This design comes from an exercise in tuning for small area, a short achievable clock period and few clock cycles per item on the open sky130 flow, not from production work.
Where RTL was checked, it was by simulation tests only, not by an equivalence proof against the original.
No activity file was given, so power comes from the tool's default toggle rates.

// clkrate_engine
module clkrate_engine (
    input  wire        clk,
    input  wire        rst,
    input  wire        start,
    input  wire [31:0] tag,
    input  wire [1:0]  core,
    output wire        ready,
    output reg         done,
    output wire [63:0] rate,
    output reg  [1:0]  err,
    input  wire [63:0] osc_hz,
    input  wire [63:0] intosc_hz,
    input  wire [63:0] fpga_hz,
    input  wire [31:0] m_pllglob,
    input  wire [31:0] m_pllm,
    input  wire [31:0] m_pllc1,
    input  wire [31:0] m_pllc2,
    input  wire [31:0] m_pllc3,
    input  wire [31:0] p_pllglob,
    input  wire [31:0] p_pllm,
    input  wire [31:0] p_pllc1,
    input  wire [31:0] p_pllc2,
    input  wire [31:0] p_pllc3,
    input  wire [31:0] m_nocclk,
    input  wire [31:0] m_nocdiv,
    input  wire [31:0] ctrl,
    input  wire [31:0] core01ctr,
    input  wire [31:0] core23ctr,
    input  wire [31:0] core2ctr,
    input  wire [31:0] core3ctr,
    input  wire [31:0] p_emacctl,
    input  wire [31:0] emacactr,
    input  wire [31:0] emacbctr,
    input  wire [31:0] emacptpctr
);
Settings: LEC_CHECK=0, CAP_MARGIN=20, CORE_AREA=5 5 335 335, DIE_AREA=0 0 340 340, SETUP_SLACK_MARGIN=5, SLEW_MARGIN=20; clock period 10.0 ns.
run.sh (not shown) runs the stock make flow with config.mk's settings and CLKGATE_MAP_FILE= SYNTH_SCRIPT=/design/flow/synth_recipe.tcl, a recipe that flattens the netlist after the stock synthesis.
==> next run, changes <==
--- a/flow/config.mk
+++ b/flow/config.mk
@@ -11 +10,0 @@
-export SETUP_SLACK_MARGIN = 5
What happened: Non-clock buffer count went down by 30. Final area decreases by a few percent. Sequential power hardly moves. Via count went down slightly. Total power is lower slightly. Area after synthesis is unchanged. Routed wire length fell slightly.
No functional check of the RTL was part of any run of this note.

clkrate_engine, a different RTL version from the one above (not shown whole).
Size: ~2200 cells after synthesis, about 210 flip-flops, ~970 I/O pins, about 18000 µm² of cells after synthesis.
clock: 10.0 ns
lec_check: 0
cap_margin: 20
core_area: 5 5 335 335
die_area: 0 0 340 340
setup_slack_margin: 5
slew_margin: 20
standard.sh (not shown) runs the stock make flow with config.mk's settings and CLKGATE_MAP_FILE= SYNTH_SCRIPT=/design/flow/synth_recipe.tcl, a recipe that flattens the netlist after the stock synthesis.
==> flow/flow/run.sh <==
#!/bin/bash
# Layout flow: the standard ORFS flow (standard.sh, unchanged synthesis and
# steps), with plain sky130_fd_sc_hd__buf_1 cells as the input/output port
# buffers and timing repair aimed at a 4 ns cycle (setup margin 6 ns on the
# 10 ns clock). The make output goes to flow_make.log; each ORFS step keeps its
# own log under orfs/logs/.
set -euo pipefail
export BUFFER_PORTS_ARGS="-buffer_cell sky130_fd_sc_hd__buf_1"
bash standard.sh SETUP_SLACK_MARGIN=6 "${@:-finish}" > flow_make.log 2>&1
The starting point produced a clean layout.
Testbench counts at the start, summed over its fixed seeds: cycles 59,914, items 2,400.
Then changed:
==> flow/flow/run.sh (replaced) <==
#!/bin/bash
# Layout flow: the standard ORFS flow (standard.sh, unchanged synthesis and
# steps), with plain sky130_fd_sc_hd__buf_1 cells as the input/output port
# buffers and timing repair aimed at a 3.6 ns cycle (setup margin 6.4 ns on the
# 10 ns clock). The make output goes to flow_make.log; each ORFS step keeps its
# own log under orfs/logs/.
set -euo pipefail
export BUFFER_PORTS_ARGS="-buffer_cell sky130_fd_sc_hd__buf_1"
bash standard.sh SETUP_SLACK_MARGIN=6.4 "${@:-finish}" > flow_make.log 2>&1
--- a/flow/config.mk
+++ b/flow/config.mk
@@ -7,2 +7,3 @@
 export LEC_CHECK = 0
+export ABC_AREA = 1
 export CAP_MARGIN = 20
Result:
- worst setup slack gets better by 370 ps
- routed wire length rose by 26%
- sequential power stays flat
- utilization is higher by 1.8 points
- clock-buffer cell count goes up by 2
- clock skew is lower by 21 ps
- final area increases by about 9%
- register-to-register slack is better by 520 ps
- total power grows by about 80%
- global-route usage rose by 3.1 points
- critical path depth is lower by 16

clkrate_engine, a different RTL version from the one above (not shown whole).
Size: about 2300 cells after synthesis, roughly 180 flip-flops, ~20000 sq um of cells after synthesis.
==> flow/config.mk <==
export PLATFORM = sky130hd
export DESIGN_NAME = clkrate_engine
export DESIGN_NICKNAME = clkrate_engine
export VERILOG_FILES = /design/flow/design.v
export SDC_FILE = /design/flow/constraint.sdc
export NUM_CORES = 4
export LEC_CHECK = 0
export CAP_MARGIN = 20
export CORE_MARGIN = 2
export CORE_UTILIZATION = 40
export SETUP_SLACK_MARGIN = 2
export SLEW_MARGIN = 20
==> flow/constraint.sdc <==
create_clock -name core_clock -period 10.0 [get_ports {clk}]
set_input_delay 2.0000 -clock core_clock [delete_from_list [all_inputs] [get_ports {clk}]]
set_output_delay 2.0000 -clock core_clock [all_outputs]
set_load 0.01 [all_outputs]
run.sh (not shown) runs the stock make flow with config.mk's settings and CLKGATE_MAP_FILE= SYNTH_SCRIPT=/design/flow/synth_recipe.tcl, a recipe that flattens the netlist after the stock synthesis.
Stock flow here: none of the scripts above is used.
The first run aborted during I/O pin placement with PPL-0024.
Then changed:
Settings changed: SETUP_SLACK_MARGIN 2 to default.
The new run did not get past I/O pin placement.
Synthesized area does not change.
Synthesized cell count does not change.
No functional check of the RTL was part of any run of this note.

Another version of the RTL of clkrate_engine (not shown whole).
Size: about 2400 cells after synthesis, about 970 I/O pins, about 19000 um^2 of cells after synthesis.
==> flow/config.mk <==
export PLATFORM = sky130hd
export DESIGN_NAME = clkrate_engine
export DESIGN_NICKNAME = clkrate_engine
export VERILOG_FILES = /design/flow/design.v
export SDC_FILE = /design/flow/constraint.sdc
export NUM_CORES = 4
export LEC_CHECK = 0
export CAP_MARGIN = 20
export CORE_AREA = 5 5 335 335
export DIE_AREA = 0 0 340 340
export SETUP_SLACK_MARGIN = 5
export SLEW_MARGIN = 20
==> flow/constraint.sdc <==
create_clock -name core_clock -period 10.0 [get_ports {clk}]
set_input_delay 2.0000 -clock core_clock [delete_from_list [all_inputs] [get_ports {clk}]]
set_output_delay 2.0000 -clock core_clock [all_outputs]
set_load 0.01 [all_outputs]
standard.sh (not shown) runs the stock make flow with config.mk's settings and CLKGATE_MAP_FILE= SYNTH_SCRIPT=/design/flow/synth_recipe.tcl, a recipe that flattens the netlist after the stock synthesis.
==> flow/flow/run.sh <==
#!/bin/bash
# Layout flow: the standard ORFS flow (standard.sh, unchanged synthesis and
# steps), with plain sky130_fd_sc_hd__buf_1 cells as the input/output port
# buffers and timing repair aimed at a 4 ns cycle (setup margin 6 ns on the
# 10 ns clock). The make output goes to flow_make.log; each ORFS step keeps its
# own log under orfs/logs/.
set -euo pipefail
export BUFFER_PORTS_ARGS="-buffer_cell sky130_fd_sc_hd__buf_1"
bash standard.sh SETUP_SLACK_MARGIN=6 "${@:-finish}" > flow_make.log 2>&1
Change:
==> flow/flow/run.sh (replaced) <==
#!/bin/bash
# Layout flow: the standard ORFS flow (standard.sh, unchanged synthesis and
# steps), with plain sky130_fd_sc_hd__buf_1 cells as the input/output port
# buffers. The make output goes to flow_make.log; each ORFS step keeps its own
# log under orfs/logs/.
set -euo pipefail
export BUFFER_PORTS_ARGS="-buffer_cell sky130_fd_sc_hd__buf_1"
bash standard.sh "$@" > flow_make.log 2>&1
Maximum frequency goes down by 16%.
Global-route usage goes down by 0.18 points.
Total power goes down by 11%.
Non-clock buffer count goes down by 66.
Worst setup slack loses 0.72 ns.
Design area goes down by 5.5%.
Final cell count goes down by 1.6%.
Sequential power is about the same.
Die area does not change.
Utilization goes down by 1.2 points.
Synthesized area does not change.
No run of this note included a check of the RTL's function; only the layout flow was run.

Another version of the RTL of clkrate_engine (not shown whole).
Size: roughly 970 I/O pins, about 17000 um^2 of cells after synthesis.
==> flow/config.mk <==
export PLATFORM = sky130hd
export DESIGN_NAME = clkrate_engine
export DESIGN_NICKNAME = clkrate_engine
export VERILOG_FILES = /design/flow/design.v
export SDC_FILE = /design/flow/constraint.sdc
export NUM_CORES = 4
export LEC_CHECK = 0
export ABC_AREA = 1
export CAP_MARGIN = 20
export CORE_AREA = 5 5 555 115
export DIE_AREA = 0 0 560 120
export SETUP_SLACK_MARGIN = 5
export SLEW_MARGIN = 20
==> flow/constraint.sdc <==
create_clock -name core_clock -period 10.0 [get_ports {clk}]
set_input_delay 2.0000 -clock core_clock [delete_from_list [all_inputs] [get_ports {clk}]]
set_output_delay 2.0000 -clock core_clock [all_outputs]
set_load 0.01 [all_outputs]
==> flow/flow/run.sh <==
#!/bin/bash
# Layout flow: the standard ORFS flow (standard.sh, unchanged synthesis and
# steps), with plain sky130_fd_sc_hd__buf_1 cells as the input/output port
# buffers and timing repair aimed at a 3.6 ns cycle (setup margin 6.4 ns on the
# 10 ns clock). The make output goes to flow_make.log; each ORFS step keeps its
# own log under orfs/logs/.
set -euo pipefail
export BUFFER_PORTS_ARGS="-buffer_cell sky130_fd_sc_hd__buf_1"
bash standard.sh SETUP_SLACK_MARGIN=6.4 "${@:-finish}" > flow_make.log 2>&1
The first run produced a clean layout.
Testbench counts at the start, summed over its fixed seeds: cycles 60,627, items 2,400.
Next try:
==> flow/flow/run.sh (replaced) <==
#!/bin/bash
# Layout flow: the standard ORFS flow (standard.sh, unchanged synthesis and
# steps), with plain sky130_fd_sc_hd__buf_1 cells as the input/output port
# buffers and timing repair aimed at a 3.3 ns cycle (setup margin 6.7 ns on the
# 10 ns clock). The make output goes to flow_make.log; each ORFS step keeps its
# own log under orfs/logs/.
set -euo pipefail
export BUFFER_PORTS_ARGS="-buffer_cell sky130_fd_sc_hd__buf_1"
bash standard.sh SETUP_SLACK_MARGIN=6.7 "${@:-finish}" > flow_make.log 2>&1
--- a/flow/config.mk
+++ b/flow/config.mk
@@ -8,6 +8,6 @@
 export ABC_AREA = 1
 export CAP_MARGIN = 20
-export CORE_AREA = 5 5 555 115
-export DIE_AREA = 0 0 560 120
+export CORE_AREA = 5 5 335 335
+export DIE_AREA = 0 0 340 340
 export SETUP_SLACK_MARGIN = 5
 export SLEW_MARGIN = 20
Combinational power is higher by 16%.
Area after synthesis stays the same.
Flip-flop and latch count stays the same.
Setup slack gets better by 0.14 ns.
Maximum frequency is higher by 3.9%.
Final area is higher by 8.9%.
Non-clock buffer count is higher by 58.
Clock skew hardly moves.
Total power is higher by 10%.
Worst hold slack barely changes.
Global-route usage is lower by 5.7 points.
Next try:
==> flow/flow/run.sh (replaced) <==
#!/bin/bash
# Layout flow: the standard ORFS flow (standard.sh, unchanged synthesis and
# steps), with plain sky130_fd_sc_hd__buf_1 cells as the input/output port
# buffers and timing repair aimed at a 3.6 ns cycle (setup margin 6.4 ns on the
# 10 ns clock). The make output goes to flow_make.log; each ORFS step keeps its
# own log under orfs/logs/.
set -euo pipefail
export BUFFER_PORTS_ARGS="-buffer_cell sky130_fd_sc_hd__buf_1"
bash standard.sh SETUP_SLACK_MARGIN=6.4 "${@:-finish}" > flow_make.log 2>&1
--- a/flow/config.mk
+++ b/flow/config.mk
@@ -10,4 +10,5 @@
 export CORE_AREA = 5 5 335 335
 export DIE_AREA = 0 0 340 340
+export PLACE_DENSITY = 0.8
 export SETUP_SLACK_MARGIN = 5
 export SLEW_MARGIN = 20
The new run finished with timing, DRC and antenna clean. Routed wire length went up by 3.0%. Via count is higher by 2.1%. First-iteration DRC count climbs by 4.6%. Count of clock-buffer cells in the layout stays the same. Sequential power is about the same.
Next try:
--- a/flow/config.mk
+++ b/flow/config.mk
@@ -10,5 +10,4 @@
 export CORE_AREA = 5 5 335 335
 export DIE_AREA = 0 0 340 340
-export PLACE_DENSITY = 0.8
 export SETUP_SLACK_MARGIN = 5
 export SLEW_MARGIN = 20
What happened: Design area goes down by 0.75%; die area is unchanged; setup slack is better by 0.070 ns; register-to-register slack improves by 0.07 ns; clock power went up by 3.9%; power hardly moves.

-- what the ideal ports hide --
No port has a modelled driver above. Below, the same layouts with a new extraction and two added sets of constraints.
Step 1 (the two cells are an assumption about what drives the block):
set clk [get_ports {clk}]
set_driving_cell -lib_cell sky130_fd_sc_hd__clkbuf_16 $clk
set_driving_cell -lib_cell sky130_fd_sc_hd__buf_2 [delete_from_list [all_inputs] $clk]
Step 2 times the ports against the registers' clock, not the clock port: input delays grow and output delays shrink by t, the midpoint of the rising clock arrivals with the driver on.
Three values: no drivers, after step 1, after step 2; two values: the first two.
run | t, ns | setup slack, ns | worst setup path after step 2 | slew at the worst register clock pin (ns) | worst data-port slew with drivers (ns)
the first run of note 1 | 0.548 | 5.010 / 5.021 / 4.473 | input to register | 0.10 / 0.10 | 0.08
the second run of note 1 | 0.546 | 4.187 / 4.206 / 3.660 | input to register | 0.10 / 0.10 | 0.09
the first run of note 2 | 0.643 | 5.927 / 5.927 / 5.647 | input to register | 0.08 / 0.08 | 0.25
the second run of note 2 | 0.673 | 6.301 / 6.240 / 5.868 | input to register | 0.07 / 0.07 | 0.18
the first run of note 4 | 0.655 | 6.084 / 6.103 / 5.471 | input to register | 0.07 / 0.07 | 0.21
the second run of note 4 | 0.652 | 5.361 / 5.361 / 5.361 | register to register | 0.07 / 0.07 | 0.21
the first run of note 5 | 0.540 | 6.382 / 6.382 / 6.077 | input to register | 0.09 / 0.09 | 0.14
the second run of note 5 | 0.562 | 6.519 / 6.519 / 6.193 | input to register | 0.12 / 0.12 | 0.29
the third run of note 5 | 0.551 | 6.462 / 6.462 / 6.037 | input to register | 0.10 / 0.10 | 0.23
the fourth run of note 5 | 0.559 | 6.533 / 6.473 / 6.026 | input to register | 0.12 / 0.12 | 0.27
After both steps every run listed still meets setup and hold. For the first run of note 4, which loses most, drivers alone change the setup slack by +0.019 ns; drivers and shift together by -0.613 ns.
